Source: an optimization exercise on an open RTL-to-GDS flow (aim: small area and a short achievable clock period). Production flows keep margins and buffers that such runs may drop.
Function was checked by simulation only, so behaviour that the tests miss may differ from the original.
No activity file was given, so power comes from the tool's default toggle rates.

## flow/design.v (module list and top-level ports; edited modules follow where they fit)
// module cao_pipe: 793 lines
module cao_pipe (
    input  wire        clk,
    input  wire        rst,           
    input  wire [31:0] last_pc,       
    output wire        imem_en,
    output wire [31:0] imem_addr,
    input  wire [63:0] imem_rdata,
    output wire        dmem_en,
    output wire        dmem_we,
    output wire [11:0] dmem_addr,
    output wire [31:0] dmem_wdata,
    input  wire [31:0] dmem_rdata,
    output wire        halted,
    output wire        faulted,
    output wire [31:0] fault_addr,
    output wire [31:0] cycle_count,
    output wire [31:0] retired_count,
    input  wire [3:0]  dbg_sel,
    output wire [31:0] dbg_data
);
  // ...
==> flow/flow/run.sh <==
#!/bin/bash
# The standard layout, with two changes to how ORFS optimises it:
#  - the ports are buffered with buf_2 cells instead of ORFS's default pick
#    (a slow delay cell), still one buffer on every input and output port;
#  - repair_timing aims for a setup slack of 5.5 ns instead of 0.
# Synthesis, floorplan, power grid, tap cells, CTS and routing are the standard flow's own
# (standard.sh); the clock and constraints are unchanged.
set -euo pipefail
cat >> config.mk << 'X'
export SETUP_SLACK_MARGIN = 5.5
export BUFFER_PORTS_ARGS = -buffer_cell sky130_fd_sc_hd__buf_2
X
bash standard.sh > standard_make.log 2>&1
==> flow/standard.sh <==
#!/bin/bash
# synth_recipe.tcl (not shown) runs the flow's synth.tcl, then flattens the netlist and writes it again
# the make line also repeats each setting of config.mk as NAME=value (left out here)
make -C /OpenROAD-flow-scripts/flow DESIGN_CONFIG=/design/flow/config.mk WORK_HOME=/design/flow/orfs CLKGATE_MAP_FILE= SYNTH_SCRIPT=/design/flow/synth_recipe.tcl "${@:-finish}"
==> flow/config.mk <==
export PLATFORM = sky130hd
export DESIGN_NAME = cao_pipe
export DESIGN_NICKNAME = cao_pipe
export VERILOG_FILES = /design/flow/design.v
export SDC_FILE = /design/flow/constraint.sdc
export NUM_CORES = 4
export LEC_CHECK = 0
export CAP_MARGIN = 20
export CELL_PAD_IN_SITES_DETAIL_PLACEMENT = 1
export CELL_PAD_IN_SITES_GLOBAL_PLACEMENT = 2
export CORE_MARGIN = 2
export CORE_UTILIZATION = 50
export CTS_BUF_LIST = sky130_fd_sc_hd__clkbuf_4
export PLACE_DENSITY = 0.65
export SLEW_MARGIN = 20
export SETUP_SLACK_MARGIN = 5.5
export BUFFER_PORTS_ARGS = -buffer_cell sky130_fd_sc_hd__buf_2
==> flow/constraint.sdc <==
create_clock -name core_clock -period 12.0 [get_ports {clk}]
set_input_delay 2.4000 -clock core_clock [delete_from_list [all_inputs] [get_ports {clk}]]
set_output_delay 2.4000 -clock core_clock [all_outputs]
set_load 0.01 [all_outputs]
==> summary.md, run 1 <==
| Metric | Value |
|---|---|
| Status | `no timing/DRC/antenna violations` |
| Met3 capacity usage during global routing | `0.166` |
| FFs & Latches | `860` |
| Pwr dens | `323 mW/mm²` |
| Worst R2R Setup Slack | `5.53 ns` |
| Hold_sp | `m_rd[0]` |
| Max cap viols | `0` |
| Setup Viol. Count Final | `0` |
| CLK BUF | `322` |
| Vias/cell | `7.09` |
| Total track usage | `0.445` |
| Global-route track usage on met1 | `0.609` |
| Sequential-to-total area share from yosys stat | `0.441` |
| Slew @ Worst Pin | `1.26 ns` |
| Detail Route met2 WL | `99100 µm` |
| Area growth syn-to-layout | `14.1%` |
| Worst setup margin | `5.47 ns` |
| CTS tree | `built` |
| Psw | `0.00961 W` |
| Cts repair resizes | `78` |
| CP startpoint kind | `input port` |
| R2R Path End | `m_fault` |
| Wire length per cell | `35.5 µm` |
| Row cnt | `119` |
| Die ar. | `0.110 mm²` |
| Routed wire length | `249000 µm` |
| Final Skew | `0.0715 ns` |
| Syn_area_per_cell | `10.6 µm²` |
| Largest cell class | `multi-input combinational cells` |
| EDFF count, synth | `634` |
| NumNets Final | `5890` |
| Crit Path Max Fanout | `32` |
==> module cao_pipe, before the edit <==
module cao_pipe (
    input  wire        clk,
    input  wire        rst,           
    input  wire [31:0] last_pc,       
    output wire        imem_en,
    output wire [31:0] imem_addr,
    input  wire [63:0] imem_rdata,
    output wire        dmem_en,
    output wire        dmem_we,
    output wire [11:0] dmem_addr,
    output wire [31:0] dmem_wdata,
    input  wire [31:0] dmem_rdata,
    output wire        halted,
    output wire        faulted,
    output wire [31:0] fault_addr,
    output wire [31:0] cycle_count,
    output wire [31:0] retired_count,
    input  wire [3:0]  dbg_sel,
    output wire [31:0] dbg_data
);
    localparam [31:0] PC_BASE = 32'd4000;
    localparam [3:0] OP_ADD  = 4'd1,  OP_SUB  = 4'd2,  OP_MUL   = 4'd3,
                     OP_AND  = 4'd4,  OP_OR   = 4'd5,  OP_XOR   = 4'd6,
                     OP_MOVC = 4'd7,  OP_LOAD = 4'd8,  OP_STORE = 4'd9,
                     OP_BZ   = 4'd10, OP_BNZ  = 4'd11, OP_JUMP  = 4'd12,
                     OP_HALT = 4'd13;
    function use_a(input [3:0] op);    
        use_a = (op >= OP_ADD && op <= OP_XOR) || op == OP_LOAD ||
                op == OP_STORE || op == OP_JUMP;
    endfunction
    function use_b(input [3:0] op);    
        use_b = (op >= OP_ADD && op <= OP_XOR) || op == OP_STORE;
    endfunction
    function has_dest(input [3:0] op);
        has_dest = (op >= OP_ADD && op <= OP_MOVC) || op == OP_LOAD;
    endfunction
    reg        halted_r, faulted_r;
    reg [31:0] pc;
    reg        zf, zl, f_stall;
    reg [31:0] cyc, ret;
    reg [31:0] x [0:15];
    reg        d_v, d_last;
    reg [3:0]  d_op, d_rd, d_ra, d_rb;
    reg [31:0] d_imm;
    reg        e_v, e_ph, e_last;
    reg [3:0]  e_op, e_rd;
    reg [15:0] e_rah, e_rbh;           
    reg [31:0] e_imm;
    reg        m_v, m_wr, m_ld, m_st, m_mem, m_tk, m_fault, m_term;
    reg [3:0]  m_rd;
    reg [31:0] m_buf, m_cs;
    reg [7-1:0] m_top;              
    reg        w_v, w_wr, w_term;
    reg [3:0]  w_rd;
    reg [31:0] w_buf;
    wire run = ~halted_r & ~faulted_r;
    wire [31:0] npc     = m_tk ? m_buf : pc;            
    wire        ex_v    = e_v & ~m_tk;                  
    wire        ex_halt = ex_v & (e_op == OP_HALT);
    wire        ex_mul1 = ex_v & (e_op == OP_MUL) & ~e_ph;
    wire        ex_live = ex_v & ~ex_mul1;              
    wire        dv      = d_v & ~m_tk & ~ex_halt;        
    wire        e_pend  = e_v & has_dest(e_op);
    wire        haz_a   = use_a(d_op) & ((e_pend & (e_rd == d_ra)) |
                                         (m_wr   & (m_rd == d_ra)));
    wire        haz_b   = use_b(d_op) & ((e_pend & (e_rd == d_rb)) |
                                         (m_wr   & (m_rd == d_rb)));
    wire        stall   = dv & (ex_mul1 | haz_a | haz_b);
    wire        issue   = dv & ~ex_mul1 & ~haz_a & ~haz_b;
    wire        fetch   = ~f_stall & ~ex_halt & ~stall;
    wire        d_br    = (d_op == OP_BZ) | (d_op == OP_BNZ);
    wire [31:0] pc_m4   = {pc[31:2] - 30'd1, pc[1:0]};
    wire [31:0] d_tgt   = pc_m4 + d_imm;               
    wire [3:0]  i_op  = imem_rdata[63:60];
    wire        i_v   = (i_op != 4'd0);
    wire        i_st  = (i_op == OP_STORE);
    wire [3:0]  i_rs1 = imem_rdata[53:50];
    wire [3:0]  i_rs2 = imem_rdata[48:45];
    wire [31:0] i_imm = imem_rdata[31:0];
    assign imem_en   = run & ~m_fault & fetch;
    assign imem_addr = npc;
    reg  [31:0] va, vb;
    integer j;
    always @(*) begin
        va = 32'd0;
        vb = 32'd0;
        for (j = 0; j < 16; j = j + 1) begin
            va = va | (x[j] & {32{e_rah[j]}});
            vb = vb | (x[j] & {32{e_rbh[j]}});
        end
    end
    wire        is_sub = (e_op == OP_SUB);
    wire [31:0] opb    = ((e_op == OP_ADD) | is_sub) ? vb : e_imm;
    wire [32:0] sum33  = {va, 1'b1} + {opb ^ {32{is_sub}}, is_sub};
    wire [31:0] sum    = sum33[32:1];
    wire        in_rng = (sum[31:12] == 20'd0);
    wire [31:0] mx = e_ph ? {va[15:0], 16'd0} : va;
    wire [16:0] my = e_ph ? vb[31:15] : {vb[15:0], 1'b0};
    wire        n27 = vb[31] & ~(vb[30] & vb[29]);   
    wire        mzx13 = ~e_ph & n27;
    wire [31:0] m_val = (m_buf + m_cs) ^ {^m_top, 31'd0};    
    wire [31:0] mz    = e_ph ? m_val : {17'd0, bn7, n27, 13'd0};
    wire bo0 = my[1] ^ my[0];
    wire bt0 = (my[2] & ~my[1] & ~my[0]) | (~my[2] & my[1] & my[0]);
    wire bn0 = my[2] & ~(my[1] & my[0]);
    wire pp1 = ((mx[0] & bo0) | (1'b0 & bt0)) ^ bn0;
    wire pp2 = ((mx[1] & bo0) | (mx[0] & bt0)) ^ bn0;
    wire pp3 = ((mx[2] & bo0) | (mx[1] & bt0)) ^ bn0;
    wire pp4 = ((mx[3] & bo0) | (mx[2] & bt0)) ^ bn0;
    wire pp5 = ((mx[4] & bo0) | (mx[3] & bt0)) ^ bn0;
    wire pp6 = ((mx[5] & bo0) | (mx[4] & bt0)) ^ bn0;
    wire pp7 = ((mx[6] & bo0) | (mx[5] & bt0)) ^ bn0;
    wire pp8 = ((mx[7] & bo0) | (mx[6] & bt0)) ^ bn0;
    wire pp9 = ((mx[8] & bo0) | (mx[7] & bt0)) ^ bn0;
    wire pp10 = ((mx[9] & bo0) | (mx[8] & bt0)) ^ bn0;
    wire pp11 = ((mx[10] & bo0) | (mx[9] & bt0)) ^ bn0;
    wire pp12 = ((mx[11] & bo0) | (mx[10] & bt0)) ^ bn0;
    wire pp13 = ((mx[12] & bo0) | (mx[11] & bt0)) ^ bn0;
    wire pp14 = ((mx[13] & bo0) | (mx[12] & bt0)) ^ bn0;
    wire pp15 = ((mx[14] & bo0) | (mx[13] & bt0)) ^ bn0;
    wire pp16 = ((mx[15] & bo0) | (mx[14] & bt0)) ^ bn0;
    wire pp17 = ((mx[16] & bo0) | (mx[15] & bt0)) ^ bn0;
    wire pp18 = ((mx[17] & bo0) | (mx[16] & bt0)) ^ bn0;
    wire pp19 = ((mx[18] & bo0) | (mx[17] & bt0)) ^ bn0;
    wire pp20 = ((mx[19] & bo0) | (mx[18] & bt0)) ^ bn0;
    wire pp21 = ((mx[20] & bo0) | (mx[19] & bt0)) ^ bn0;
    wire pp22 = ((mx[21] & bo0) | (mx[20] & bt0)) ^ bn0;
    wire pp23 = ((mx[22] & bo0) | (mx[21] & bt0)) ^ bn0;
    wire pp24 = ((mx[23] & bo0) | (mx[22] & bt0)) ^ bn0;
    wire pp25 = ((mx[24] & bo0) | (mx[23] & bt0)) ^ bn0;
    wire pp26 = ((mx[25] & bo0) | (mx[24] & bt0)) ^ bn0;
    wire pp27 = ((mx[26] & bo0) | (mx[25] & bt0)) ^ bn0;
    wire pp28 = ((mx[27] & bo0) | (mx[26] & bt0)) ^ bn0;
    wire pp29 = ((mx[28] & bo0) | (mx[27] & bt0)) ^ bn0;
    wire pp30 = ((mx[29] & bo0) | (mx[28] & bt0)) ^ bn0;
    wire pp31 = ((mx[30] & bo0) | (mx[29] & bt0)) ^ bn0;
    wire pp32 = ((mx[31] & bo0) | (mx[30] & bt0)) ^ bn0;
    wire bo1 = my[3] ^ my[2];
    wire bt1 = (my[4] & ~my[3] & ~my[2]) | (~my[4] & my[3] & my[2]);
    wire bn1 = my[4] & ~(my[3] & my[2]);
    wire pp33 = ((mx[0] & bo1) | (1'b0 & bt1)) ^ bn1;
    wire pp34 = ((mx[1] & bo1) | (mx[0] & bt1)) ^ bn1;
    wire pp35 = ((mx[2] & bo1) | (mx[1] & bt1)) ^ bn1;
    wire pp36 = ((mx[3] & bo1) | (mx[2] & bt1)) ^ bn1;
    wire pp37 = ((mx[4] & bo1) | (mx[3] & bt1)) ^ bn1;
    wire pp38 = ((mx[5] & bo1) | (mx[4] & bt1)) ^ bn1;
    wire pp39 = ((mx[6] & bo1) | (mx[5] & bt1)) ^ bn1;
    wire pp40 = ((mx[7] & bo1) | (mx[6] & bt1)) ^ bn1;
    wire pp41 = ((mx[8] & bo1) | (mx[7] & bt1)) ^ bn1;
    wire pp42 = ((mx[9] & bo1) | (mx[8] & bt1)) ^ bn1;
    wire pp43 = ((mx[10] & bo1) | (mx[9] & bt1)) ^ bn1;
    wire pp44 = ((mx[11] & bo1) | (mx[10] & bt1)) ^ bn1;
    wire pp45 = ((mx[12] & bo1) | (mx[11] & bt1)) ^ bn1;
    wire pp46 = ((mx[13] & bo1) | (mx[12] & bt1)) ^ bn1;
    wire pp47 = ((mx[14] & bo1) | (mx[13] & bt1)) ^ bn1;
    wire pp48 = ((mx[15] & bo1) | (mx[14] & bt1)) ^ bn1;
    wire pp49 = ((mx[16] & bo1) | (mx[15] & bt1)) ^ bn1;
    wire pp50 = ((mx[17] & bo1) | (mx[16] & bt1)) ^ bn1;
    wire pp51 = ((mx[18] & bo1) | (mx[17] & bt1)) ^ bn1;
    wire pp52 = ((mx[19] & bo1) | (mx[18] & bt1)) ^ bn1;
    wire pp53 = ((mx[20] & bo1) | (mx[19] & bt1)) ^ bn1;
    wire pp54 = ((mx[21] & bo1) | (mx[20] & bt1)) ^ bn1;
    wire pp55 = ((mx[22] & bo1) | (mx[21] & bt1)) ^ bn1;
    wire pp56 = ((mx[23] & bo1) | (mx[22] & bt1)) ^ bn1;
    wire pp57 = ((mx[24] & bo1) | (mx[23] & bt1)) ^ bn1;
    wire pp58 = ((mx[25] & bo1) | (mx[24] & bt1)) ^ bn1;
    wire pp59 = ((mx[26] & bo1) | (mx[25] & bt1)) ^ bn1;
    wire pp60 = ((mx[27] & bo1) | (mx[26] & bt1)) ^ bn1;
    wire pp61 = ((mx[28] & bo1) | (mx[27] & bt1)) ^ bn1;
    wire pp62 = ((mx[29] & bo1) | (mx[28] & bt1)) ^ bn1;
    wire bo2 = my[5] ^ my[4];
    wire bt2 = (my[6] & ~my[5] & ~my[4]) | (~my[6] & my[5] & my[4]);
    wire bn2 = my[6] & ~(my[5] & my[4]);
    wire pp63 = ((mx[0] & bo2) | (1'b0 & bt2)) ^ bn2;
    wire pp64 = ((mx[1] & bo2) | (mx[0] & bt2)) ^ bn2;
    wire pp65 = ((mx[2] & bo2) | (mx[1] & bt2)) ^ bn2;
    wire pp66 = ((mx[3] & bo2) | (mx[2] & bt2)) ^ bn2;
    wire pp67 = ((mx[4] & bo2) | (mx[3] & bt2)) ^ bn2;
    wire pp68 = ((mx[5] & bo2) | (mx[4] & bt2)) ^ bn2;
    wire pp69 = ((mx[6] & bo2) | (mx[5] & bt2)) ^ bn2;
    wire pp70 = ((mx[7] & bo2) | (mx[6] & bt2)) ^ bn2;
    wire pp71 = ((mx[8] & bo2) | (mx[7] & bt2)) ^ bn2;
    wire pp72 = ((mx[9] & bo2) | (mx[8] & bt2)) ^ bn2;
    wire pp73 = ((mx[10] & bo2) | (mx[9] & bt2)) ^ bn2;
    wire pp74 = ((mx[11] & bo2) | (mx[10] & bt2)) ^ bn2;
    wire pp75 = ((mx[12] & bo2) | (mx[11] & bt2)) ^ bn2;
    wire pp76 = ((mx[13] & bo2) | (mx[12] & bt2)) ^ bn2;
    wire pp77 = ((mx[14] & bo2) | (mx[13] & bt2)) ^ bn2;
    wire pp78 = ((mx[15] & bo2) | (mx[14] & bt2)) ^ bn2;
    wire pp79 = ((mx[16] & bo2) | (mx[15] & bt2)) ^ bn2;
    wire pp80 = ((mx[17] & bo2) | (mx[16] & bt2)) ^ bn2;
    wire pp81 = ((mx[18] & bo2) | (mx[17] & bt2)) ^ bn2;
    wire pp82 = ((mx[19] & bo2) | (mx[18] & bt2)) ^ bn2;
    wire pp83 = ((mx[20] & bo2) | (mx[19] & bt2)) ^ bn2;
    wire pp84 = ((mx[21] & bo2) | (mx[20] & bt2)) ^ bn2;
    wire pp85 = ((mx[22] & bo2) | (mx[21] & bt2)) ^ bn2;
    wire pp86 = ((mx[23] & bo2) | (mx[22] & bt2)) ^ bn2;
    wire pp87 = ((mx[24] & bo2) | (mx[23] & bt2)) ^ bn2;
    wire pp88 = ((mx[25] & bo2) | (mx[24] & bt2)) ^ bn2;
    wire pp89 = ((mx[26] & bo2) | (mx[25] & bt2)) ^ bn2;
    wire pp90 = ((mx[27] & bo2) | (mx[26] & bt2)) ^ bn2;
    wire bo3 = my[7] ^ my[6];
    wire bt3 = (my[8] & ~my[7] & ~my[6]) | (~my[8] & my[7] & my[6]);
    wire bn3 = my[8] & ~(my[7] & my[6]);
    wire pp91 = ((mx[0] & bo3) | (1'b0 & bt3)) ^ bn3;
    wire pp92 = ((mx[1] & bo3) | (mx[0] & bt3)) ^ bn3;
    wire pp93 = ((mx[2] & bo3) | (mx[1] & bt3)) ^ bn3;
    wire pp94 = ((mx[3] & bo3) | (mx[2] & bt3)) ^ bn3;
    wire pp95 = ((mx[4] & bo3) | (mx[3] & bt3)) ^ bn3;
    wire pp96 = ((mx[5] & bo3) | (mx[4] & bt3)) ^ bn3;
    wire pp97 = ((mx[6] & bo3) | (mx[5] & bt3)) ^ bn3;
    wire pp98 = ((mx[7] & bo3) | (mx[6] & bt3)) ^ bn3;
    wire pp99 = ((mx[8] & bo3) | (mx[7] & bt3)) ^ bn3;
    wire pp100 = ((mx[9] & bo3) | (mx[8] & bt3)) ^ bn3;
    wire pp101 = ((mx[10] & bo3) | (mx[9] & bt3)) ^ bn3;
    wire pp102 = ((mx[11] & bo3) | (mx[10] & bt3)) ^ bn3;
    wire pp103 = ((mx[12] & bo3) | (mx[11] & bt3)) ^ bn3;
    wire pp104 = ((mx[13] & bo3) | (mx[12] & bt3)) ^ bn3;
    wire pp105 = ((mx[14] & bo3) | (mx[13] & bt3)) ^ bn3;
    wire pp106 = ((mx[15] & bo3) | (mx[14] & bt3)) ^ bn3;
    wire pp107 = ((mx[16] & bo3) | (mx[15] & bt3)) ^ bn3;
    wire pp108 = ((mx[17] & bo3) | (mx[16] & bt3)) ^ bn3;
    wire pp109 = ((mx[18] & bo3) | (mx[17] & bt3)) ^ bn3;
    wire pp110 = ((mx[19] & bo3) | (mx[18] & bt3)) ^ bn3;
    wire pp111 = ((mx[20] & bo3) | (mx[19] & bt3)) ^ bn3;
    wire pp112 = ((mx[21] & bo3) | (mx[20] & bt3)) ^ bn3;
    wire pp113 = ((mx[22] & bo3) | (mx[21] & bt3)) ^ bn3;
    wire pp114 = ((mx[23] & bo3) | (mx[22] & bt3)) ^ bn3;
    wire pp115 = ((mx[24] & bo3) | (mx[23] & bt3)) ^ bn3;
    wire pp116 = ((mx[25] & bo3) | (mx[24] & bt3)) ^ bn3;
    wire bo4 = my[9] ^ my[8];
    wire bt4 = (my[10] & ~my[9] & ~my[8]) | (~my[10] & my[9] & my[8]);
    wire bn4 = my[10] & ~(my[9] & my[8]);
    wire pp117 = ((mx[0] & bo4) | (1'b0 & bt4)) ^ bn4;
    wire pp118 = ((mx[1] & bo4) | (mx[0] & bt4)) ^ bn4;
    wire pp119 = ((mx[2] & bo4) | (mx[1] & bt4)) ^ bn4;
    wire pp120 = ((mx[3] & bo4) | (mx[2] & bt4)) ^ bn4;
    wire pp121 = ((mx[4] & bo4) | (mx[3] & bt4)) ^ bn4;
    wire pp122 = ((mx[5] & bo4) | (mx[4] & bt4)) ^ bn4;
    wire pp123 = ((mx[6] & bo4) | (mx[5] & bt4)) ^ bn4;
    wire pp124 = ((mx[7] & bo4) | (mx[6] & bt4)) ^ bn4;
    wire pp125 = ((mx[8] & bo4) | (mx[7] & bt4)) ^ bn4;
    wire pp126 = ((mx[9] & bo4) | (mx[8] & bt4)) ^ bn4;
    wire pp127 = ((mx[10] & bo4) | (mx[9] & bt4)) ^ bn4;
    wire pp128 = ((mx[11] & bo4) | (mx[10] & bt4)) ^ bn4;
    wire pp129 = ((mx[12] & bo4) | (mx[11] & bt4)) ^ bn4;
    wire pp130 = ((mx[13] & bo4) | (mx[12] & bt4)) ^ bn4;
    wire pp131 = ((mx[14] & bo4) | (mx[13] & bt4)) ^ bn4;
    wire pp132 = ((mx[15] & bo4) | (mx[14] & bt4)) ^ bn4;
    wire pp133 = ((mx[16] & bo4) | (mx[15] & bt4)) ^ bn4;
    wire pp134 = ((mx[17] & bo4) | (mx[16] & bt4)) ^ bn4;
    wire pp135 = ((mx[18] & bo4) | (mx[17] & bt4)) ^ bn4;
    wire pp136 = ((mx[19] & bo4) | (mx[18] & bt4)) ^ bn4;
    wire pp137 = ((mx[20] & bo4) | (mx[19] & bt4)) ^ bn4;
    wire pp138 = ((mx[21] & bo4) | (mx[20] & bt4)) ^ bn4;
    wire pp139 = ((mx[22] & bo4) | (mx[21] & bt4)) ^ bn4;
    wire pp140 = ((mx[23] & bo4) | (mx[22] & bt4)) ^ bn4;
    wire bo5 = my[11] ^ my[10];
    wire bt5 = (my[12] & ~my[11] & ~my[10]) | (~my[12] & my[11] & my[10]);
    wire bn5 = my[12] & ~(my[11] & my[10]);
    wire pp141 = ((mx[0] & bo5) | (1'b0 & bt5)) ^ bn5;
    wire pp142 = ((mx[1] & bo5) | (mx[0] & bt5)) ^ bn5;
    wire pp143 = ((mx[2] & bo5) | (mx[1] & bt5)) ^ bn5;
    wire pp144 = ((mx[3] & bo5) | (mx[2] & bt5)) ^ bn5;
    wire pp145 = ((mx[4] & bo5) | (mx[3] & bt5)) ^ bn5;
    wire pp146 = ((mx[5] & bo5) | (mx[4] & bt5)) ^ bn5;
    wire pp147 = ((mx[6] & bo5) | (mx[5] & bt5)) ^ bn5;
    wire pp148 = ((mx[7] & bo5) | (mx[6] & bt5)) ^ bn5;
    wire pp149 = ((mx[8] & bo5) | (mx[7] & bt5)) ^ bn5;
    wire pp150 = ((mx[9] & bo5) | (mx[8] & bt5)) ^ bn5;
    wire pp151 = ((mx[10] & bo5) | (mx[9] & bt5)) ^ bn5;
    wire pp152 = ((mx[11] & bo5) | (mx[10] & bt5)) ^ bn5;
    wire pp153 = ((mx[12] & bo5) | (mx[11] & bt5)) ^ bn5;
    wire pp154 = ((mx[13] & bo5) | (mx[12] & bt5)) ^ bn5;
    wire pp155 = ((mx[14] & bo5) | (mx[13] & bt5)) ^ bn5;
    wire pp156 = ((mx[15] & bo5) | (mx[14] & bt5)) ^ bn5;
    wire pp157 = ((mx[16] & bo5) | (mx[15] & bt5)) ^ bn5;
    wire pp158 = ((mx[17] & bo5) | (mx[16] & bt5)) ^ bn5;
    wire pp159 = ((mx[18] & bo5) | (mx[17] & bt5)) ^ bn5;
    wire pp160 = ((mx[19] & bo5) | (mx[18] & bt5)) ^ bn5;
    wire pp161 = ((mx[20] & bo5) | (mx[19] & bt5)) ^ bn5;
    wire pp162 = ((mx[21] & bo5) | (mx[20] & bt5)) ^ bn5;
    wire bo6 = my[13] ^ my[12];
    wire bt6 = (my[14] & ~my[13] & ~my[12]) | (~my[14] & my[13] & my[12]);
    wire bn6 = my[14] & ~(my[13] & my[12]);
    wire pp163 = ((mx[0] & bo6) | (1'b0 & bt6)) ^ bn6;
    wire pp164 = ((mx[1] & bo6) | (mx[0] & bt6)) ^ bn6;
    wire pp165 = ((mx[2] & bo6) | (mx[1] & bt6)) ^ bn6;
    wire pp166 = ((mx[3] & bo6) | (mx[2] & bt6)) ^ bn6;
    wire pp167 = ((mx[4] & bo6) | (mx[3] & bt6)) ^ bn6;
    wire pp168 = ((mx[5] & bo6) | (mx[4] & bt6)) ^ bn6;
    wire pp169 = ((mx[6] & bo6) | (mx[5] & bt6)) ^ bn6;
    wire pp170 = ((mx[7] & bo6) | (mx[6] & bt6)) ^ bn6;
    wire pp171 = ((mx[8] & bo6) | (mx[7] & bt6)) ^ bn6;
    wire pp172 = ((mx[9] & bo6) | (mx[8] & bt6)) ^ bn6;
    wire pp173 = ((mx[10] & bo6) | (mx[9] & bt6)) ^ bn6;
    wire pp174 = ((mx[11] & bo6) | (mx[10] & bt6)) ^ bn6;
    wire pp175 = ((mx[12] & bo6) | (mx[11] & bt6)) ^ bn6;
    wire pp176 = ((mx[13] & bo6) | (mx[12] & bt6)) ^ bn6;
    wire pp177 = ((mx[14] & bo6) | (mx[13] & bt6)) ^ bn6;
    wire pp178 = ((mx[15] & bo6) | (mx[14] & bt6)) ^ bn6;
    wire pp179 = ((mx[16] & bo6) | (mx[15] & bt6)) ^ bn6;
    wire pp180 = ((mx[17] & bo6) | (mx[16] & bt6)) ^ bn6;
    wire pp181 = ((mx[18] & bo6) | (mx[17] & bt6)) ^ bn6;
    wire pp182 = ((mx[19] & bo6) | (mx[18] & bt6)) ^ bn6;
    wire bo7 = my[15] ^ my[14];
    wire bt7 = (my[16] & ~my[15] & ~my[14]) | (~my[16] & my[15] & my[14]);
    wire bn7 = my[16] & ~(my[15] & my[14]);
    wire pp183 = ((mx[0] & bo7) | (1'b0 & bt7)) ^ bn7;
    wire pp184 = ((mx[1] & bo7) | (mx[0] & bt7)) ^ bn7;
    wire pp185 = ((mx[2] & bo7) | (mx[1] & bt7)) ^ bn7;
    wire pp186 = ((mx[3] & bo7) | (mx[2] & bt7)) ^ bn7;
    wire pp187 = ((mx[4] & bo7) | (mx[3] & bt7)) ^ bn7;
    wire pp188 = ((mx[5] & bo7) | (mx[4] & bt7)) ^ bn7;
    wire pp189 = ((mx[6] & bo7) | (mx[5] & bt7)) ^ bn7;
    wire pp190 = ((mx[7] & bo7) | (mx[6] & bt7)) ^ bn7;
    wire pp191 = ((mx[8] & bo7) | (mx[7] & bt7)) ^ bn7;
    wire pp192 = ((mx[9] & bo7) | (mx[8] & bt7)) ^ bn7;
    wire pp193 = ((mx[10] & bo7) | (mx[9] & bt7)) ^ bn7;
    wire pp194 = ((mx[11] & bo7) | (mx[10] & bt7)) ^ bn7;
    wire pp195 = ((mx[12] & bo7) | (mx[11] & bt7)) ^ bn7;
    wire pp196 = ((mx[13] & bo7) | (mx[12] & bt7)) ^ bn7;
    wire pp197 = ((mx[14] & bo7) | (mx[13] & bt7)) ^ bn7;
    wire pp198 = ((mx[15] & bo7) | (mx[14] & bt7)) ^ bn7;
    wire pp199 = ((mx[16] & bo7) | (mx[15] & bt7)) ^ bn7;
    wire pp200 = ((mx[17] & bo7) | (mx[16] & bt7)) ^ bn7;
    wire hs201 = pp9 ^ pp39;
    wire hc202 = pp9 & pp39;
    wire hs203 = pp10 ^ pp40;
    wire hc204 = pp10 & pp40;
    wire fs205 = pp11 ^ pp41 ^ pp69;
    wire fc206 = (pp11 & pp41) | (pp11 & pp69) | (pp41 & pp69);
    wire hs207 = pp95 ^ pp119;
    wire hc208 = pp95 & pp119;
    wire fs209 = pp12 ^ pp42 ^ pp70;
    wire fc210 = (pp12 & pp42) | (pp12 & pp70) | (pp42 & pp70);
    wire hs211 = pp96 ^ pp120;
    wire hc212 = pp96 & pp120;
    wire fs213 = pp13 ^ pp43 ^ pp71;
    wire fc214 = (pp13 & pp43) | (pp13 & pp71) | (pp43 & pp71);
    wire fs215 = pp97 ^ pp121 ^ pp143;
    wire fc216 = (pp97 & pp121) | (pp97 & pp143) | (pp121 & pp143);
    wire hs217 = pp163 ^ bn6;
    wire hc218 = pp163 & bn6;
    wire fs219 = pp14 ^ pp44 ^ pp72;
    wire fc220 = (pp14 & pp44) | (pp14 & pp72) | (pp44 & pp72);
    wire fs221 = pp98 ^ pp122 ^ pp144;
    wire fc222 = (pp98 & pp122) | (pp98 & pp144) | (pp122 & pp144);
    wire fs223 = pp164 ^ mzx13 ^ mz[13];
    wire fc224 = (pp164 & mzx13) | (pp164 & mz[13]) | (mzx13 & mz[13]);
    wire fs225 = pp15 ^ pp45 ^ pp73;
    wire fc226 = (pp15 & pp45) | (pp15 & pp73) | (pp45 & pp73);
    wire fs227 = pp99 ^ pp123 ^ pp145;
    wire fc228 = (pp99 & pp123) | (pp99 & pp145) | (pp123 & pp145);
    wire fs229 = pp165 ^ pp183 ^ mz[14];
    wire fc230 = (pp165 & pp183) | (pp165 & mz[14]) | (pp183 & mz[14]);
    wire fs231 = pp16 ^ pp46 ^ pp74;
    wire fc232 = (pp16 & pp46) | (pp16 & pp74) | (pp46 & pp74);
    wire fs233 = pp100 ^ pp124 ^ pp146;
    wire fc234 = (pp100 & pp124) | (pp100 & pp146) | (pp124 & pp146);
    wire fs235 = pp166 ^ pp184 ^ mz[15];
    wire fc236 = (pp166 & pp184) | (pp166 & mz[15]) | (pp184 & mz[15]);
    wire fs237 = pp17 ^ pp47 ^ pp75;
    wire fc238 = (pp17 & pp47) | (pp17 & pp75) | (pp47 & pp75);
    wire fs239 = pp101 ^ pp125 ^ pp147;
    wire fc240 = (pp101 & pp125) | (pp101 & pp147) | (pp125 & pp147);
    wire fs241 = pp167 ^ pp185 ^ mz[16];
    wire fc242 = (pp167 & pp185) | (pp167 & mz[16]) | (pp185 & mz[16]);
    wire fs243 = pp18 ^ pp48 ^ pp76;
    wire fc244 = (pp18 & pp48) | (pp18 & pp76) | (pp48 & pp76);
    wire fs245 = pp102 ^ pp126 ^ pp148;
    wire fc246 = (pp102 & pp126) | (pp102 & pp148) | (pp126 & pp148);
    wire fs247 = pp168 ^ pp186 ^ mz[17];
    wire fc248 = (pp168 & pp186) | (pp168 & mz[17]) | (pp186 & mz[17]);
    wire fs249 = pp19 ^ pp49 ^ pp77;
    wire fc250 = (pp19 & pp49) | (pp19 & pp77) | (pp49 & pp77);
    wire fs251 = pp103 ^ pp127 ^ pp149;
    wire fc252 = (pp103 & pp127) | (pp103 & pp149) | (pp127 & pp149);
    wire fs253 = pp169 ^ pp187 ^ mz[18];
    wire fc254 = (pp169 & pp187) | (pp169 & mz[18]) | (pp187 & mz[18]);
    wire fs255 = pp20 ^ pp50 ^ pp78;
    wire fc256 = (pp20 & pp50) | (pp20 & pp78) | (pp50 & pp78);
    wire fs257 = pp104 ^ pp128 ^ pp150;
    wire fc258 = (pp104 & pp128) | (pp104 & pp150) | (pp128 & pp150);
    wire fs259 = pp170 ^ pp188 ^ mz[19];
    wire fc260 = (pp170 & pp188) | (pp170 & mz[19]) | (pp188 & mz[19]);
    wire fs261 = pp21 ^ pp51 ^ pp79;
    wire fc262 = (pp21 & pp51) | (pp21 & pp79) | (pp51 & pp79);
    wire fs263 = pp105 ^ pp129 ^ pp151;
    wire fc264 = (pp105 & pp129) | (pp105 & pp151) | (pp129 & pp151);
    wire fs265 = pp171 ^ pp189 ^ mz[20];
    wire fc266 = (pp171 & pp189) | (pp171 & mz[20]) | (pp189 & mz[20]);
    wire fs267 = pp22 ^ pp52 ^ pp80;
    wire fc268 = (pp22 & pp52) | (pp22 & pp80) | (pp52 & pp80);
    wire fs269 = pp106 ^ pp130 ^ pp152;
    wire fc270 = (pp106 & pp130) | (pp106 & pp152) | (pp130 & pp152);
    wire fs271 = pp172 ^ pp190 ^ mz[21];
    wire fc272 = (pp172 & pp190) | (pp172 & mz[21]) | (pp190 & mz[21]);
    wire fs273 = pp23 ^ pp53 ^ pp81;
    wire fc274 = (pp23 & pp53) | (pp23 & pp81) | (pp53 & pp81);
    wire fs275 = pp107 ^ pp131 ^ pp153;
    wire fc276 = (pp107 & pp131) | (pp107 & pp153) | (pp131 & pp153);
    wire fs277 = pp173 ^ pp191 ^ mz[22];
    wire fc278 = (pp173 & pp191) | (pp173 & mz[22]) | (pp191 & mz[22]);
    wire fs279 = pp24 ^ pp54 ^ pp82;
    wire fc280 = (pp24 & pp54) | (pp24 & pp82) | (pp54 & pp82);
    wire fs281 = pp108 ^ pp132 ^ pp154;
    wire fc282 = (pp108 & pp132) | (pp108 & pp154) | (pp132 & pp154);
    wire fs283 = pp174 ^ pp192 ^ mz[23];
    wire fc284 = (pp174 & pp192) | (pp174 & mz[23]) | (pp192 & mz[23]);
    wire fs285 = pp25 ^ pp55 ^ pp83;
    wire fc286 = (pp25 & pp55) | (pp25 & pp83) | (pp55 & pp83);
    wire fs287 = pp109 ^ pp133 ^ pp155;
    wire fc288 = (pp109 & pp133) | (pp109 & pp155) | (pp133 & pp155);
    wire fs289 = pp175 ^ pp193 ^ mz[24];
    wire fc290 = (pp175 & pp193) | (pp175 & mz[24]) | (pp193 & mz[24]);
    wire fs291 = pp26 ^ pp56 ^ pp84;
    wire fc292 = (pp26 & pp56) | (pp26 & pp84) | (pp56 & pp84);
    wire fs293 = pp110 ^ pp134 ^ pp156;
    wire fc294 = (pp110 & pp134) | (pp110 & pp156) | (pp134 & pp156);
    wire fs295 = pp176 ^ pp194 ^ mz[25];
    wire fc296 = (pp176 & pp194) | (pp176 & mz[25]) | (pp194 & mz[25]);
    wire fs297 = pp27 ^ pp57 ^ pp85;
    wire fc298 = (pp27 & pp57) | (pp27 & pp85) | (pp57 & pp85);
    wire fs299 = pp111 ^ pp135 ^ pp157;
    wire fc300 = (pp111 & pp135) | (pp111 & pp157) | (pp135 & pp157);
    wire fs301 = pp177 ^ pp195 ^ mz[26];
    wire fc302 = (pp177 & pp195) | (pp177 & mz[26]) | (pp195 & mz[26]);
    wire fs303 = pp28 ^ pp58 ^ pp86;
    wire fc304 = (pp28 & pp58) | (pp28 & pp86) | (pp58 & pp86);
    wire fs305 = pp112 ^ pp136 ^ pp158;
    wire fc306 = (pp112 & pp136) | (pp112 & pp158) | (pp136 & pp158);
    wire fs307 = pp178 ^ pp196 ^ mz[27];
    wire fc308 = (pp178 & pp196) | (pp178 & mz[27]) | (pp196 & mz[27]);
    wire fs309 = pp29 ^ pp59 ^ pp87;
    wire fc310 = (pp29 & pp59) | (pp29 & pp87) | (pp59 & pp87);
    wire fs311 = pp113 ^ pp137 ^ pp159;
    wire fc312 = (pp113 & pp137) | (pp113 & pp159) | (pp137 & pp159);
    wire fs313 = pp179 ^ pp197 ^ mz[28];
    wire fc314 = (pp179 & pp197) | (pp179 & mz[28]) | (pp197 & mz[28]);
    wire fs315 = pp30 ^ pp60 ^ pp88;
    wire fc316 = (pp30 & pp60) | (pp30 & pp88) | (pp60 & pp88);
    wire fs317 = pp114 ^ pp138 ^ pp160;
    wire fc318 = (pp114 & pp138) | (pp114 & pp160) | (pp138 & pp160);
    wire fs319 = pp180 ^ pp198 ^ mz[29];
    wire fc320 = (pp180 & pp198) | (pp180 & mz[29]) | (pp198 & mz[29]);
    wire fs321 = pp31 ^ pp61 ^ pp89;
    wire fc322 = (pp31 & pp61) | (pp31 & pp89) | (pp61 & pp89);
    wire fs323 = pp115 ^ pp139 ^ pp161;
    wire fc324 = (pp115 & pp139) | (pp115 & pp161) | (pp139 & pp161);
    wire fs325 = pp181 ^ pp199 ^ mz[30];
    wire fc326 = (pp181 & pp199) | (pp181 & mz[30]) | (pp199 & mz[30]);
    wire hs327 = pp5 ^ pp35;
    wire hc328 = pp5 & pp35;
    wire hs329 = pp6 ^ pp36;
    wire hc330 = pp6 & pp36;
    wire fs331 = pp7 ^ pp37 ^ pp65;
    wire fc332 = (pp7 & pp37) | (pp7 & pp65) | (pp37 & pp65);
    wire hs333 = pp91 ^ bn3;
    wire hc334 = pp91 & bn3;
    wire fs335 = pp8 ^ pp38 ^ pp66;
    wire fc336 = (pp8 & pp38) | (pp8 & pp66) | (pp38 & pp66);
    wire hs337 = pp92 ^ mz[7];
    wire hc338 = pp92 & mz[7];
    wire fs339 = pp67 ^ pp93 ^ pp117;
    wire fc340 = (pp67 & pp93) | (pp67 & pp117) | (pp93 & pp117);
    wire fs341 = bn4 ^ mz[8] ^ hs201;
    wire fc342 = (bn4 & mz[8]) | (bn4 & hs201) | (mz[8] & hs201);
    wire fs343 = pp68 ^ pp94 ^ pp118;
    wire fc344 = (pp68 & pp94) | (pp68 & pp118) | (pp94 & pp118);
    wire fs345 = mz[9] ^ hs203 ^ hc202;
    wire fc346 = (mz[9] & hs203) | (mz[9] & hc202) | (hs203 & hc202);
    wire fs347 = pp141 ^ bn5 ^ mz[10];
    wire fc348 = (pp141 & bn5) | (pp141 & mz[10]) | (bn5 & mz[10]);
    wire fs349 = fs205 ^ hs207 ^ hc204;
    wire fc350 = (fs205 & hs207) | (fs205 & hc204) | (hs207 & hc204);
    wire fs351 = pp142 ^ mz[11] ^ fs209;
    wire fc352 = (pp142 & mz[11]) | (pp142 & fs209) | (mz[11] & fs209);
    wire fs353 = hs211 ^ fc206 ^ hc208;
    wire fc354 = (hs211 & fc206) | (hs211 & hc208) | (fc206 & hc208);
    wire fs355 = mz[12] ^ fs213 ^ fs215;
    wire fc356 = (mz[12] & fs213) | (mz[12] & fs215) | (fs213 & fs215);
    wire fs357 = hs217 ^ fc210 ^ hc212;
    wire fc358 = (hs217 & fc210) | (hs217 & hc212) | (fc210 & hc212);
    wire fs359 = fs219 ^ fs221 ^ fs223;
    wire fc360 = (fs219 & fs221) | (fs219 & fs223) | (fs221 & fs223);
    wire fs361 = fc214 ^ fc216 ^ hc218;
    wire fc362 = (fc214 & fc216) | (fc214 & hc218) | (fc216 & hc218);
    wire fs363 = fs225 ^ fs227 ^ fs229;
    wire fc364 = (fs225 & fs227) | (fs225 & fs229) | (fs227 & fs229);
    wire fs365 = fc220 ^ fc222 ^ fc224;
    wire fc366 = (fc220 & fc222) | (fc220 & fc224) | (fc222 & fc224);
    wire fs367 = fs231 ^ fs233 ^ fs235;
    wire fc368 = (fs231 & fs233) | (fs231 & fs235) | (fs233 & fs235);
    wire fs369 = fc226 ^ fc228 ^ fc230;
    wire fc370 = (fc226 & fc228) | (fc226 & fc230) | (fc228 & fc230);
    wire fs371 = fs237 ^ fs239 ^ fs241;
    wire fc372 = (fs237 & fs239) | (fs237 & fs241) | (fs239 & fs241);
    wire fs373 = fc232 ^ fc234 ^ fc236;
    wire fc374 = (fc232 & fc234) | (fc232 & fc236) | (fc234 & fc236);
    wire fs375 = fs243 ^ fs245 ^ fs247;
    wire fc376 = (fs243 & fs245) | (fs243 & fs247) | (fs245 & fs247);
    wire fs377 = fc238 ^ fc240 ^ fc242;
    wire fc378 = (fc238 & fc240) | (fc238 & fc242) | (fc240 & fc242);
    wire fs379 = fs249 ^ fs251 ^ fs253;
    wire fc380 = (fs249 & fs251) | (fs249 & fs253) | (fs251 & fs253);
    wire fs381 = fc244 ^ fc246 ^ fc248;
    wire fc382 = (fc244 & fc246) | (fc244 & fc248) | (fc246 & fc248);
    wire fs383 = fs255 ^ fs257 ^ fs259;
    wire fc384 = (fs255 & fs257) | (fs255 & fs259) | (fs257 & fs259);
    wire fs385 = fc250 ^ fc252 ^ fc254;
    wire fc386 = (fc250 & fc252) | (fc250 & fc254) | (fc252 & fc254);
    wire fs387 = fs261 ^ fs263 ^ fs265;
    wire fc388 = (fs261 & fs263) | (fs261 & fs265) | (fs263 & fs265);
    wire fs389 = fc256 ^ fc258 ^ fc260;
    wire fc390 = (fc256 & fc258) | (fc256 & fc260) | (fc258 & fc260);
    wire fs391 = fs267 ^ fs269 ^ fs271;
    wire fc392 = (fs267 & fs269) | (fs267 & fs271) | (fs269 & fs271);
    wire fs393 = fc262 ^ fc264 ^ fc266;
    wire fc394 = (fc262 & fc264) | (fc262 & fc266) | (fc264 & fc266);
    wire fs395 = fs273 ^ fs275 ^ fs277;
    wire fc396 = (fs273 & fs275) | (fs273 & fs277) | (fs275 & fs277);
    wire fs397 = fc268 ^ fc270 ^ fc272;
    wire fc398 = (fc268 & fc270) | (fc268 & fc272) | (fc270 & fc272);
    wire fs399 = fs279 ^ fs281 ^ fs283;
    wire fc400 = (fs279 & fs281) | (fs279 & fs283) | (fs281 & fs283);
    wire fs401 = fc274 ^ fc276 ^ fc278;
    wire fc402 = (fc274 & fc276) | (fc274 & fc278) | (fc276 & fc278);
    wire fs403 = fs285 ^ fs287 ^ fs289;
    wire fc404 = (fs285 & fs287) | (fs285 & fs289) | (fs287 & fs289);
    wire fs405 = fc280 ^ fc282 ^ fc284;
    wire fc406 = (fc280 & fc282) | (fc280 & fc284) | (fc282 & fc284);
    wire fs407 = fs291 ^ fs293 ^ fs295;
    wire fc408 = (fs291 & fs293) | (fs291 & fs295) | (fs293 & fs295);
    wire fs409 = fc286 ^ fc288 ^ fc290;
    wire fc410 = (fc286 & fc288) | (fc286 & fc290) | (fc288 & fc290);
    wire fs411 = fs297 ^ fs299 ^ fs301;
    wire fc412 = (fs297 & fs299) | (fs297 & fs301) | (fs299 & fs301);
    wire fs413 = fc292 ^ fc294 ^ fc296;
    wire fc414 = (fc292 & fc294) | (fc292 & fc296) | (fc294 & fc296);
    wire fs415 = fs303 ^ fs305 ^ fs307;
    wire fc416 = (fs303 & fs305) | (fs303 & fs307) | (fs305 & fs307);
    wire fs417 = fc298 ^ fc300 ^ fc302;
    wire fc418 = (fc298 & fc300) | (fc298 & fc302) | (fc300 & fc302);
    wire fs419 = fs309 ^ fs311 ^ fs313;
    wire fc420 = (fs309 & fs311) | (fs309 & fs313) | (fs311 & fs313);
    wire fs421 = fc304 ^ fc306 ^ fc308;
    wire fc422 = (fc304 & fc306) | (fc304 & fc308) | (fc306 & fc308);
    wire fs423 = fs315 ^ fs317 ^ fs319;
    wire fc424 = (fs315 & fs317) | (fs315 & fs319) | (fs317 & fs319);
    wire fs425 = fc310 ^ fc312 ^ fc314;
    wire fc426 = (fc310 & fc312) | (fc310 & fc314) | (fc312 & fc314);
    wire fs427 = fs321 ^ fs323 ^ fs325;
    wire fc428 = (fs321 & fs323) | (fs321 & fs325) | (fs323 & fs325);
    wire fs429 = fc316 ^ fc318 ^ fc320;
    wire fc430 = (fc316 & fc318) | (fc316 & fc320) | (fc318 & fc320);
    wire hs431 = pp3 ^ pp33;
    wire hc432 = pp3 & pp33;
    wire hs433 = pp4 ^ pp34;
    wire hc434 = pp4 & pp34;
    wire fs435 = pp63 ^ bn2 ^ mz[4];
    wire fc436 = (pp63 & bn2) | (pp63 & mz[4]) | (bn2 & mz[4]);
    wire fs437 = pp64 ^ mz[5] ^ hs329;
    wire fc438 = (pp64 & mz[5]) | (pp64 & hs329) | (mz[5] & hs329);
    wire fs439 = mz[6] ^ fs331 ^ hs333;
    wire fc440 = (mz[6] & fs331) | (mz[6] & hs333) | (fs331 & hs333);
    wire fs441 = fs335 ^ hs337 ^ fc332;
    wire fc442 = (fs335 & hs337) | (fs335 & fc332) | (hs337 & fc332);
    wire fs443 = fs339 ^ fs341 ^ fc336;
    wire fc444 = (fs339 & fs341) | (fs339 & fc336) | (fs341 & fc336);
    wire fs445 = fs343 ^ fs345 ^ fc340;
    wire fc446 = (fs343 & fs345) | (fs343 & fc340) | (fs345 & fc340);
    wire fs447 = fs347 ^ fs349 ^ fc344;
    wire fc448 = (fs347 & fs349) | (fs347 & fc344) | (fs349 & fc344);
    wire fs449 = fs351 ^ fs353 ^ fc348;
    wire fc450 = (fs351 & fs353) | (fs351 & fc348) | (fs353 & fc348);
    wire fs451 = fs355 ^ fs357 ^ fc352;
    wire fc452 = (fs355 & fs357) | (fs355 & fc352) | (fs357 & fc352);
    wire fs453 = fs359 ^ fs361 ^ fc356;
    wire fc454 = (fs359 & fs361) | (fs359 & fc356) | (fs361 & fc356);
    wire fs455 = fs363 ^ fs365 ^ fc360;
    wire fc456 = (fs363 & fs365) | (fs363 & fc360) | (fs365 & fc360);
    wire fs457 = fs367 ^ fs369 ^ fc364;
    wire fc458 = (fs367 & fs369) | (fs367 & fc364) | (fs369 & fc364);
    wire fs459 = fs371 ^ fs373 ^ fc368;
    wire fc460 = (fs371 & fs373) | (fs371 & fc368) | (fs373 & fc368);
    wire fs461 = fs375 ^ fs377 ^ fc372;
    wire fc462 = (fs375 & fs377) | (fs375 & fc372) | (fs377 & fc372);
    wire fs463 = fs379 ^ fs381 ^ fc376;
    wire fc464 = (fs379 & fs381) | (fs379 & fc376) | (fs381 & fc376);
    wire fs465 = fs383 ^ fs385 ^ fc380;
    wire fc466 = (fs383 & fs385) | (fs383 & fc380) | (fs385 & fc380);
    wire fs467 = fs387 ^ fs389 ^ fc384;
    wire fc468 = (fs387 & fs389) | (fs387 & fc384) | (fs389 & fc384);
    wire fs469 = fs391 ^ fs393 ^ fc388;
    wire fc470 = (fs391 & fs393) | (fs391 & fc388) | (fs393 & fc388);
    wire fs471 = fs395 ^ fs397 ^ fc392;
    wire fc472 = (fs395 & fs397) | (fs395 & fc392) | (fs397 & fc392);
    wire fs473 = fs399 ^ fs401 ^ fc396;
    wire fc474 = (fs399 & fs401) | (fs399 & fc396) | (fs401 & fc396);
    wire fs475 = fs403 ^ fs405 ^ fc400;
    wire fc476 = (fs403 & fs405) | (fs403 & fc400) | (fs405 & fc400);
    wire fs477 = fs407 ^ fs409 ^ fc404;
    wire fc478 = (fs407 & fs409) | (fs407 & fc404) | (fs409 & fc404);
    wire fs479 = fs411 ^ fs413 ^ fc408;
    wire fc480 = (fs411 & fs413) | (fs411 & fc408) | (fs413 & fc408);
    wire fs481 = fs415 ^ fs417 ^ fc412;
    wire fc482 = (fs415 & fs417) | (fs415 & fc412) | (fs417 & fc412);
    wire fs483 = fs419 ^ fs421 ^ fc416;
    wire fc484 = (fs419 & fs421) | (fs419 & fc416) | (fs421 & fc416);
    wire fs485 = fs423 ^ fs425 ^ fc420;
    wire fc486 = (fs423 & fs425) | (fs423 & fc420) | (fs425 & fc420);
    wire fs487 = fs427 ^ fs429 ^ fc424;
    wire fc488 = (fs427 & fs429) | (fs427 & fc424) | (fs429 & fc424);
    wire hs489 = pp1 ^ bn0;
    wire hc490 = pp1 & bn0;
    wire hs491 = pp2 ^ mz[1];
    wire hc492 = pp2 & mz[1];
    wire fs493 = bn1 ^ mz[2] ^ hs431;
    wire fc494 = (bn1 & mz[2]) | (bn1 & hs431) | (mz[2] & hs431);
    wire fs495 = mz[3] ^ hs433 ^ hc432;
    wire fc496 = (mz[3] & hs433) | (mz[3] & hc432) | (hs433 & hc432);
    wire fs497 = hs327 ^ fs435 ^ hc434;
    wire fc498 = (hs327 & fs435) | (hs327 & hc434) | (fs435 & hc434);
    wire fs499 = hc328 ^ fs437 ^ fc436;
    wire fc500 = (hc328 & fs437) | (hc328 & fc436) | (fs437 & fc436);
    wire fs501 = hc330 ^ fs439 ^ fc438;
    wire fc502 = (hc330 & fs439) | (hc330 & fc438) | (fs439 & fc438);
    wire fs503 = hc334 ^ fs441 ^ fc440;
    wire fc504 = (hc334 & fs441) | (hc334 & fc440) | (fs441 & fc440);
    wire fs505 = hc338 ^ fs443 ^ fc442;
    wire fc506 = (hc338 & fs443) | (hc338 & fc442) | (fs443 & fc442);
    wire fs507 = fc342 ^ fs445 ^ fc444;
    wire fc508 = (fc342 & fs445) | (fc342 & fc444) | (fs445 & fc444);
    wire fs509 = fc346 ^ fs447 ^ fc446;
    wire fc510 = (fc346 & fs447) | (fc346 & fc446) | (fs447 & fc446);
    wire fs511 = fc350 ^ fs449 ^ fc448;
    wire fc512 = (fc350 & fs449) | (fc350 & fc448) | (fs449 & fc448);
    wire fs513 = fc354 ^ fs451 ^ fc450;
    wire fc514 = (fc354 & fs451) | (fc354 & fc450) | (fs451 & fc450);
    wire fs515 = fc358 ^ fs453 ^ fc452;
    wire fc516 = (fc358 & fs453) | (fc358 & fc452) | (fs453 & fc452);
    wire fs517 = fc362 ^ fs455 ^ fc454;
    wire fc518 = (fc362 & fs455) | (fc362 & fc454) | (fs455 & fc454);
    wire fs519 = fc366 ^ fs457 ^ fc456;
    wire fc520 = (fc366 & fs457) | (fc366 & fc456) | (fs457 & fc456);
    wire fs521 = fc370 ^ fs459 ^ fc458;
    wire fc522 = (fc370 & fs459) | (fc370 & fc458) | (fs459 & fc458);
    wire fs523 = fc374 ^ fs461 ^ fc460;
    wire fc524 = (fc374 & fs461) | (fc374 & fc460) | (fs461 & fc460);
    wire fs525 = fc378 ^ fs463 ^ fc462;
    wire fc526 = (fc378 & fs463) | (fc378 & fc462) | (fs463 & fc462);
    wire fs527 = fc382 ^ fs465 ^ fc464;
    wire fc528 = (fc382 & fs465) | (fc382 & fc464) | (fs465 & fc464);
    wire fs529 = fc386 ^ fs467 ^ fc466;
    wire fc530 = (fc386 & fs467) | (fc386 & fc466) | (fs467 & fc466);
    wire fs531 = fc390 ^ fs469 ^ fc468;
    wire fc532 = (fc390 & fs469) | (fc390 & fc468) | (fs469 & fc468);
    wire fs533 = fc394 ^ fs471 ^ fc470;
    wire fc534 = (fc394 & fs471) | (fc394 & fc470) | (fs471 & fc470);
    wire fs535 = fc398 ^ fs473 ^ fc472;
    wire fc536 = (fc398 & fs473) | (fc398 & fc472) | (fs473 & fc472);
    wire fs537 = fc402 ^ fs475 ^ fc474;
    wire fc538 = (fc402 & fs475) | (fc402 & fc474) | (fs475 & fc474);
    wire fs539 = fc406 ^ fs477 ^ fc476;
    wire fc540 = (fc406 & fs477) | (fc406 & fc476) | (fs477 & fc476);
    wire fs541 = fc410 ^ fs479 ^ fc478;
    wire fc542 = (fc410 & fs479) | (fc410 & fc478) | (fs479 & fc478);
    wire fs543 = fc414 ^ fs481 ^ fc480;
    wire fc544 = (fc414 & fs481) | (fc414 & fc480) | (fs481 & fc480);
    wire fs545 = fc418 ^ fs483 ^ fc482;
    wire fc546 = (fc418 & fs483) | (fc418 & fc482) | (fs483 & fc482);
    wire fs547 = fc422 ^ fs485 ^ fc484;
    wire fc548 = (fc422 & fs485) | (fc422 & fc484) | (fs485 & fc484);
    wire fs549 = fc426 ^ fs487 ^ fc486;
    wire fc550 = (fc426 & fs487) | (fc426 & fc486) | (fs487 & fc486);
    wire top31 = pp32 ^ pp62 ^ pp90 ^ pp116 ^ pp140 ^ pp162 ^ pp182 ^ pp200 ^ mz[31];
    localparam MTOPW = 7;
    wire [6:0] mtop = {fc322, fc324, fc326, fc428, fc430, fc488, fc550};
    wire [31:0] mra = {top31, fs549, fs547, fs545, fs543, fs541, fs539, fs537, fs535, fs533, fs531, fs529, fs527, fs525, fs523, fs521, fs519, fs517, fs515, fs513, fs511, fs509, fs507, fs505, fs503, fs501, fs499, fs497, fs495, fs493, hs491, mz[0]};
    wire [31:0] mrb = {1'b0, fc548, fc546, fc544, fc542, fc540, fc538, fc536, fc534, fc532, fc530, fc528, fc526, fc524, fc522, fc520, fc518, fc516, fc514, fc512, fc510, fc508, fc506, fc504, fc502, fc500, fc498, fc496, fc494, hc492, hc490, hs489};
    reg [31:0] exr;
    always @(*) begin
        case (e_op)
            OP_ADD, OP_SUB, OP_JUMP: exr = sum;
            OP_LOAD, OP_STORE: exr = vb;
            OP_AND:   exr = va & vb;
            OP_OR:    exr = va | vb;
            OP_XOR:   exr = va ^ vb;
            OP_MUL:   exr = mra;
            default:  exr = e_imm;
        endcase
    end
    wire        zf_cur = zl ? (m_val == 32'd0) : zf;
    wire taken  = (e_op == OP_JUMP) | ((e_op == OP_BZ) & zf_cur) |
                  ((e_op == OP_BNZ) & ~zf_cur);
    wire is_ls  = (e_op == OP_LOAD) | (e_op == OP_STORE);
    assign dmem_en    = run & m_mem;
    assign dmem_we    = m_st;
    assign dmem_addr  = m_cs[11:0];
    assign dmem_wdata = m_buf;
    assign halted        = halted_r;
    assign faulted       = faulted_r;
    assign fault_addr    = m_cs;
    assign cycle_count   = cyc;
    assign retired_count = ret;
    assign dbg_data      = x[dbg_sel];
    wire        wen   = run & w_wr;
    wire [31:0] wdata = rst ? 32'd0 : w_buf;
    integer i;
    always @(posedge clk) begin
        for (i = 0; i < 16; i = i + 1)
            if (rst | (wen & (w_rd == i)))
                x[i] <= wdata;
    end
    always @(posedge clk) begin
        if (!stall) begin
            d_op   <= i_op;
            d_rd   <= imem_rdata[58:55];
            d_ra   <= i_st ? i_rs2 : i_rs1;
            d_rb   <= i_st ? i_rs1 : i_rs2;
            d_imm  <= i_imm;
            d_last <= (npc == last_pc);
        end
        if (!ex_mul1) begin
            e_op   <= d_op;
            e_rd   <= d_rd;
            e_rah  <= 16'd1 << d_ra;
            e_rbh  <= 16'd1 << d_rb;
            e_last <= d_last;
        end
        e_imm  <= d_br ? d_tgt : d_imm;   
        e_ph   <= ex_mul1;
        m_rd   <= e_rd;
        m_ld   <= (e_op == OP_LOAD);
        m_st   <= (e_op == OP_STORE);
        m_term <= (e_op == OP_HALT) | e_last;
        m_buf  <= exr;
        if (!(faulted_r | m_fault))
            m_cs <= (e_op == OP_MUL) ? mrb : (is_ls ? sum : 32'd0);
        m_top  <= (e_op == OP_MUL) ? mtop : {7{1'b0}};
        w_rd   <= m_rd;
        w_buf  <= m_ld ? dmem_rdata : m_val;
    end
    always @(posedge clk) begin
        if (rst) begin
            halted_r  <= 1'b0;
            faulted_r <= 1'b0;
            pc        <= PC_BASE;
            zf        <= 1'b0;
            zl        <= 1'b0;
            f_stall   <= 1'b0;
            cyc       <= 32'd0;
            ret       <= 32'd0;
            d_v       <= 1'b0;
            e_v       <= 1'b0;
            m_v       <= 1'b0;
            m_wr      <= 1'b0;
            m_mem     <= 1'b0;
            m_tk      <= 1'b0;
            m_fault   <= 1'b0;
            w_v       <= 1'b0;
            w_wr      <= 1'b0;
            w_term    <= 1'b0;
        end else begin
            if (run) begin
                if (m_fault)
                    faulted_r <= 1'b1;
                else if (w_term)
                    halted_r <= 1'b1;
            end
            cyc     <= cyc + {31'd0, run & ~m_fault};
            ret     <= ret + {31'd0, run & w_v};
            pc      <= (fetch & i_v) ? npc + 32'd4 : npc;
            zf      <= zf_cur;
            zl      <= ex_live & ((e_op == OP_ADD) | is_sub | (e_op == OP_MUL));
            if (ex_halt)
                f_stall <= 1'b1;
            if (!stall)
                d_v <= fetch & i_v;
            if (!ex_mul1)
                e_v <= issue;
            m_v     <= ex_live;
            m_wr    <= ex_live & has_dest(e_op);
            m_mem   <= ex_live & is_ls & in_rng;
            m_fault <= ex_live & is_ls & ~in_rng;
            m_tk    <= ex_live & taken;
            w_v     <= m_v;
            w_wr    <= m_wr;
            w_term  <= m_v & m_term;
        end
    end
endmodule
==> run 2, diff against run 1 <==
--- a/flow/design.v
+++ b/flow/design.v
@@ -44,6 +44,6 @@
     reg [31:0] d_imm;
     reg        e_v, e_ph, e_last;
-    reg [3:0]  e_op, e_rd;
-    reg [15:0] e_rah, e_rbh;           
+    reg [3:0]  e_op, e_rd, e_ra;
+    reg [15:0] e_rbh;                  
     reg [31:0] e_imm;
     reg        m_v, m_wr, m_ld, m_st, m_mem, m_tk, m_fault, m_term;
@@ -80,13 +80,11 @@
     assign imem_en   = run & ~m_fault & fetch;
     assign imem_addr = npc;
-    reg  [31:0] va, vb;
+    wire [31:0] va = x[e_ra];
+    reg  [31:0] vb;
     integer j;
     always @(*) begin
-        va = 32'd0;
         vb = 32'd0;
-        for (j = 0; j < 16; j = j + 1) begin
-            va = va | (x[j] & {32{e_rah[j]}});
+        for (j = 0; j < 16; j = j + 1)
             vb = vb | (x[j] & {32{e_rbh[j]}});
-        end
     end
     wire        is_sub = (e_op == OP_SUB);
@@ -726,5 +724,5 @@
             e_op   <= d_op;
             e_rd   <= d_rd;
-            e_rah  <= 16'd1 << d_ra;
+            e_ra   <= d_ra;
             e_rbh  <= 16'd1 << d_rb;
             e_last <= d_last;
--- a/flow/config.mk
+++ b/flow/config.mk
@@ -11,5 +11,6 @@
 export CORE_MARGIN = 2
 export CORE_UTILIZATION = 50
-export CTS_BUF_LIST = sky130_fd_sc_hd__clkbuf_4
+export CTS_BUF_LIST = sky130_fd_sc_hd__clkbuf_8
+export CTS_CLUSTER_SIZE = 24
 export PLACE_DENSITY = 0.65
 export SLEW_MARGIN = 20
==> run 2 against run 1 <==
Still clean; via count increased by 4.8%; wire length increased by 8.6%; power increased by 7.5%; global-route usage increased by 1.7 points; sequential share of layout area decreased by 1.7 points; hold slack improved by 0.010 ns; setup slack got worse by 0.080 ns.
==> summary.md, run 2 <==
| Metric | Value |
|---|---|
| Power share of the clock group | `0.128` |
| Share of the synthesized area in the top cell type | `0.340` |
| Final period util | `0.551` |
| Level count of the clock H-tree | `4` |
| Sw Share | `0.517` |
| Adder-cell share of the synthesized area | `0.100` |
| NumNets Final | `5989 (+1.7%)` |
| Slew @ Worst Pin | `1.38 ns (+0.125 ns)` |
| Via count | `52000` |
| Row cnt | `121 (+1.7%)` |
| Slew Limit Headroom | `0.0773` |
| Mapped Cells | `5196` |
| Wire length per cell | `38.3 µm (+7.7%)` |
| Fraction of layout cells with a size suffix above 1 | `0.182` |
| Synth Area in Compound Gates | `0.219` |
| RSZ-0062 raised after global routing | `true` |
| Crit path arrival time | `4.21 ns` |
| Vias/cell | `7.37 (+3.9%)` |
| Placed cells | `6717` |
| CP Capture Type | `output pin` |
| Flop pwr share | `0.211` |
| Most common cell after layout, fill and taps aside | `edfxtp_1` |
| Final instance area | `0.0628 mm²` |
| EDFF count, synth | `622 (-1.9%)` |
| IO Count | `343` |
| Fillcell total | `11700` |
| Reg clk slew, reported paths | `0.06 ns` |
| Clock Latency Late Sink | `0.89 ns` |
| Crit Path Max Fanout | `31 (-3.1%)` |
| Die span in y | `335 µm` |
| Starting Density | `0.505` |
| Leakage | `24.5 nW` |
| Post-Syn Area | `0.0549 mm²` |
| Mux contribution to synthesized area | `0.0222` |
| Max cap viols | `0 (unchanged)` |
| Post-Synth Simple-Gate Area | `0.110` |
| Port bufs | `326` |
| Antenna violations before repair | `21` |
| Worst Setup SP | `dbg_sel[0]` |
| Vias in the first global route | `50100` |
| Final Skew | `0.0523 ns (-0.0193 ns)` |
| Initial DRC count | `9759` |
| Dominant cell type by area after synthesis | `edfxtp_1` |
| Setup Viol. Count Final | `0 (unchanged)` |
| Cts hold-fix bufs | `0` |
| Final hold viol count | `0` |
| Routed wire length | `270000 µm (+8.6%)` |
| Pin count of the biggest net entering global routing | `84` |
| Synth cell types | `110` |
| Sequential-to-total area share from yosys stat | `0.422 (-0.0184)` |
| Total track usage | `0.462 (+0.0167)` |
| Setup CP Type | `in2out` |
| Core footprint | `0.109 mm²` |
| Mapped Nets | `5673` |
| Area growth syn-to-layout | `14.4%` |
| DPL Wire Length | `172000 µm` |
| Pwr dens | `337 mW/mm² (+4.2%)` |
| Die ar. | `0.113 mm² (+2.7%)` |
| Remaining DRCs | `0` |
| Post-route ant nets | `0` |
| Internal Power | `0.0102 W` |
| Power share of the combinational group | `0.661` |
| Chip width | `335 µm` |
| Area of placed instances | `0.0580 mm²` |
| Post-route insts no fill | `7056` |
| Pins Over Slew Limit | `0` |
| Post-synth top cells | `edfxtp_1, a22oi_1, xnor2_1` |
| Reg2Reg Launch Point | `e_ra[3]` |
| First-pass GRT wire length | `371000 µm` |
| Synth warn | `2` |
| Num CTS Buffers | `147` |
| Clock tree buffer depth | `3` |
| Status | `no timing/DRC/antenna violations` |
| Max Fclk | `151 MHz` |
| Grt total ovfl | `0` |
| CTS tree | `built` |
| Clk root buf | `clkbuf_8` |
| CP startpoint kind | `input port` |
| Worst min path class | `reg2reg` |
| Largest reg by FF count | `x` |
| Gp weighted congestion | `0.987` |
| Syn_area_per_cell | `10.6 µm² (-0.61%)` |
| Psw | `0.0109 W (+14%)` |
| Synth Area in XOR/XNOR | `0.0738` |
| Num Clock Sinks | `848` |
| First drt pass iteration count | `8` |
| Commonest cells after routing, fill and taps aside | `edfxtp_1, a22oi_1, buf_2` |
| Synth top area cells | `edfxtp_1, dfxtp_1, a22oi_1, fa_1, xnor2_1` |
| Seq cells post-synth | `848` |
| Setup_tns | `0 ns` |
| Peak VDD IR | `0.000599 V` |
| Critical Path RT | `9.60 ns` |
| Final Critical Period | `6.61 ns` |
| Largest register FFs | `512` |
| Util after Layout | `0.577` |
| Worst setup margin | `5.39 ns (-0.0798 ns)` |
| Async SR Flop Fraction | `0` |
| Most common flop cell mapped by yosys | `edfxtp_1` |
| Largest family of logic cells by synthesized area | `compound AO/OA/AOI/OAI gates` |
| Top-count cell post-synth | `edfxtp_1` |
| Hold_sp | `m_rd[3]` |
| Pre-CTS WS | `4.22 ns` |
run 2: changes by cell type after synthesis, moves of 21 or more:
cell      change
xor2_1       -31
a221oi_1     -48
a22oi_1      -38
a22o_1       -26
buf_2        +36
o21ai_0      +21
buf_6        +35
clkbuf_1     -31
buf_1        -23
nand2_1      +32
run 2: through the flow:
step           power, W  hold slack (ns)
2_1_floorplan    0.0111            0.375
3_3_place_gp     0.0170            0.398
3_5_place_dp     0.0174            0.405
4_1_cts          0.0203            0.408
5_1_grt          0.0220            0.417
6_report         0.0212            0.408
run 2: per-layer routing:
layer  wire (µm)  vias to the layer above  global-route usage
met2      107000                     4820               0.626
li1            -                    20500                   -
met3       44400                     1178               0.188
met4       18700                       12               0.262
met5         106                        -             0.00130
met1      100000                    25500               0.619
run 2: worst max-delay path, cell delays in order:
cell	delay, ns
buf_6	0.15
nand2b_4	0.22
nor3_2	0.07
buf_12	0.21
a22o_1	0.29
a221oi_1	0.23
nand3_1	0.17
o22a_1	0.25
buf_2	0.16
run 2: final timing paths:
check / to / slack, ns / cells past startpoint
max: dbg_data[11] / 5.39 / 9
min: w_rd[3] / 0.41 / 0
max reg2reg: m_buf[30] / 5.42 / 18
min reg2reg: w_rd[3] / 0.41 / 0
run 2: cells by family after synthesis:
kind of cell	count (synthesis)
fa+ha+maj	343
mux	110
simple gates	1173
flops	848
buf+inv	643
xor+xnor	461
compound gates	1618
run 2: final cells by class:
class                           count  area [µm²]  area share
Clock inverter                    111         758      0.0121
Tap cell                         1414        1770      0.0282
Antenna cell                       13        32.5    0.000518
Sequential cell                   848       23200       0.369
Timing Repair Buffer              548        4100      0.0653
Inverter                          261         985      0.0157
Clock buffer                      155        2130      0.0339
Multi-Input combinational cell   3706       29900       0.475
run 2: power by group through the flow:
| stage | logic [W] | clock network (W) | registers [W] |
|---|---|---|---|
| after floorplan | 0.00697 | 0 | 0.00414 |
| after global placement | 0.0126 | 0 | 0.00444 |
| after detailed placement | 0.0129 | 0 | 0.00444 |
| after CTS | 0.0132 | 0.00271 | 0.00439 |
| after global routing | 0.0147 | 0.00283 | 0.00445 |
| final | 0.0140 | 0.00272 | 0.00446 |
run 2: what timing repair did:
item	in CTS	in global routing
setup buffers	19	30
endpoints found under the setup margin	81	41
cloned	2	8
gates resized for setup	156	110
pin swaps	12	18

-- port drivers added, routing unchanged --
No port has a modelled driver above. Below, the same layouts with a new extraction and two added sets of constraints.
Step 1 assumes that a clkbuf_16 drives the clock port and a buf_2 every other input.
Step 2 moves the port delays by t, midway between the first and last clock arrival at a register: inputs arrive t later, outputs are due t later. That takes back most of the time a late clock gives input paths.
a / b / c = ideal / step 1 / step 2; a / b = the first two.
run | shift t [ns] | setup slack, ns | clock arrival spread, ns
run 1 | 1.249 | 5.473 / 5.446 / 5.446 | 0.075 / 0.075
run 2 | 0.948 | 5.393 / 5.338 / 5.338 | 0.054 / 0.053
After both steps setup and hold are still met in every run listed. The setup slack of run 2, which loses most, moves by -0.055 ns with the drivers and by -0.055 ns with both steps.
